What follows belongs to an exercise in optimizing a design on an open flow for small area and few clock cycles; a production flow would make more cautious choices. The RTL was checked by simulation tests, not by an equivalence proof against the original design. Power and IR drop assume default switching activity.

==> v19 <==
## mmu_walk_engine
module mmu_walk_engine (
    input  wire        clk,
    input  wire        rst,
    input  wire        cmd_valid,
    output wire        cmd_ready,
    input  wire [31:0] cmd_word,
    input  wire [63:0] cmd_a0,
    input  wire [63:0] cmd_a1,
    input  wire [63:0] cmd_a2,
    output wire        mem_req_valid,
    output wire [47:0] mem_req_addr,
    input  wire        mem_rsp_valid,
    input  wire        mem_rsp_fail,
    input  wire [63:0] mem_rsp_data,
    output wire        reg_req_valid,
    output wire [2:0]  reg_req_sel,
    input  wire        reg_rsp_valid,
    input  wire        reg_rsp_fail,
    input  wire [63:0] reg_rsp_data,
    output wire        rec_valid,
    input  wire        rec_ready,
    output wire [3:0]  rec_type,
    output wire [1:0]  rec_level,
    output wire [8:0]  rec_index,
    output wire [47:0] rec_base,
    output wire [47:0] rec_ea,
    output wire [63:0] rec_raw,
    output wire [63:0] rec_desc,
    output wire [63:0] rec_prefix,
    output wire [11:0] rec_info
  ...
==> flow/config.mk <==
export PLATFORM = sky130hd
export DESIGN_NAME = mmu_walk_engine
export DESIGN_NICKNAME = mmu_walk_engine
export VERILOG_FILES = /design/flow/design.v
export SDC_FILE = /design/flow/constraint.sdc
export NUM_CORES = 4
export LEC_CHECK = 0
export CAP_MARGIN = 20
export CORE_MARGIN = 2
export CORE_UTILIZATION = 40
export CTS_BUF_LIST = sky130_fd_sc_hd__clkbuf_16
export CTS_CLUSTER_DIAMETER = 120
export CTS_CLUSTER_SIZE = 30
export PLACE_DENSITY = 0.6
export SLEW_MARGIN = 20
==> flow/constraint.sdc <==
create_clock -name core_clock -period 10.0 [get_ports {clk}]
set_input_delay 2.0000 -clock core_clock [delete_from_list [all_inputs] [get_ports {clk}]]
set_output_delay 2.0000 -clock core_clock [all_outputs]
set_load 0.01 [all_outputs]
standard.sh (not shown) runs the stock make flow with config.mk's settings and CLKGATE_MAP_FILE= SYNTH_SCRIPT=/design/flow/synth_recipe.tcl, a recipe that flattens the netlist after the stock synthesis.
==> flow/flow/run.sh <==
#!/bin/bash
# Layout flow: the standard ORFS flow, with the port buffers that global
# placement inserts on every input and output made of the smallest buffer
# cell (sky130_fd_sc_hd__buf_1) instead of the cell the resizer picks.
# The full output of the flow goes to flow_standard.log in this folder.
set -euo pipefail
bash standard.sh "BUFFER_PORTS_ARGS=-buffer_cell sky130_fd_sc_hd__buf_1" finish > flow_standard.log 2>&1
==> v25: changes against v19 <==
==> flow/run.sh (new file) <==
#!/bin/bash
# synth_recipe.tcl (not shown) runs the flow's synth.tcl, then flattens the netlist and writes it again
# the make line also repeats each setting of config.mk as NAME=value (left out here)
make -C /OpenROAD-flow-scripts/flow DESIGN_CONFIG=/design/flow/config.mk WORK_HOME=/design/flow/orfs CLKGATE_MAP_FILE= SYNTH_SCRIPT=/design/flow/synth_recipe.tcl finish
Settings changed: CTS_BUF_LIST sky130_fd_sc_hd__clkbuf_16 to default, CTS_CLUSTER_DIAMETER 120 to default, CTS_CLUSTER_SIZE 30 to default.
removed: flow/flow/run.sh
removed: flow/standard.sh
==> v10: changes against v19 <==
Settings changed: CTS_BUF_LIST sky130_fd_sc_hd__clkbuf_16 to sky130_fd_sc_hd__clkbuf_8, CTS_CLUSTER_DIAMETER 120 to default.
==> qor summary <==
                                                                       v19                         v25                        v10
Status                                                      finished clean              finished clean             finished clean
Proportion of total power due to net switching                       41.2%                       35.4%                      39.9%
Clock Tree Root                                 sky130_fd_sc_hd__clkbuf_16  sky130_fd_sc_hd__clkbuf_16  sky130_fd_sc_hd__clkbuf_8
Tot Pwr                                                            5.45 mW                     6.69 mW                    6.06 mW
Comb power                                                         2.14 mW                     2.67 mW                    2.15 mW
Clock group total power                                             847 uW                     1.55 mW                    1.44 mW
Worst clock skew                                                   26.2 ps                     14.2 ps                    26.0 ps
Met3 layer usage reported by global route                            3.27%                       6.32%                      4.94%
Routability Congestion                                               0.928                       0.913                      0.928
Worst-case setup margin in the final layout                        2450 ps                     2270 ps                    2450 ps
Post-Route Utilization                                               45.8%                       55.5%                      47.4%
Highest-power group                                              registers         combinational logic                  registers
Largest stage delay, worst path                                     700 ps                      560 ps                     680 ps
Clock-cell share                                                     2.08%                       4.89%                      5.49%
Net load switching power                                           2.25 mW                     2.37 mW                    2.41 mW
Met3 Wirelength                                                    6270 um                     6950 um                    6660 um
Clock transition at path regs                                       120 ps                       60 ps                      60 ps
Nets                                                                  2678                        2700                       2731
Testbench counts of v19, summed over its fixed seeds: cycles 186,347.
Testbench counts of v25, summed over its fixed seeds: cycles 186,347.
Testbench counts of v10, summed over its fixed seeds: cycles 186,347.

[static timing again, ports no longer ideal]
In the flow no input, the clock included, has a driving cell. The finished layouts below were timed again as built, in two steps.
Step 1 sets driving cells, clkbuf_16 on the clock port and buf_2 on the other inputs (assumed; they add their load-dependent delay and slew).
Step 2 moves the port delays by t, midway between the first and last clock arrival at a register: inputs arrive t later, outputs are due t later. That takes back most of the time a late clock gives input paths.
Slacks: no drivers / after step 1 / after step 2; pairs: no drivers / after step 1.
| run | t, ns | setup WS [ns] | hold WS [ns] | clock arrival spread, ns | worst data-port slew with drivers (ns) |
|---|---|---|---|---|---|
| v19 | 0.598 | 2.453 / 2.395 / 2.993 | 0.641 / 0.641 / 0.641 | 0.026 / 0.026 | 0.10 |
| v25 | 0.635 | 2.273 / 2.208 / 2.842 | 0.625 / 0.625 / 0.625 | 0.015 / 0.015 | 0.09 |
| v10 | 0.689 | 2.449 / 2.393 / 3.082 | 0.641 / 0.641 / 0.641 | 0.026 / 0.027 | 0.10 |
After both steps setup and hold are still met in every run listed.
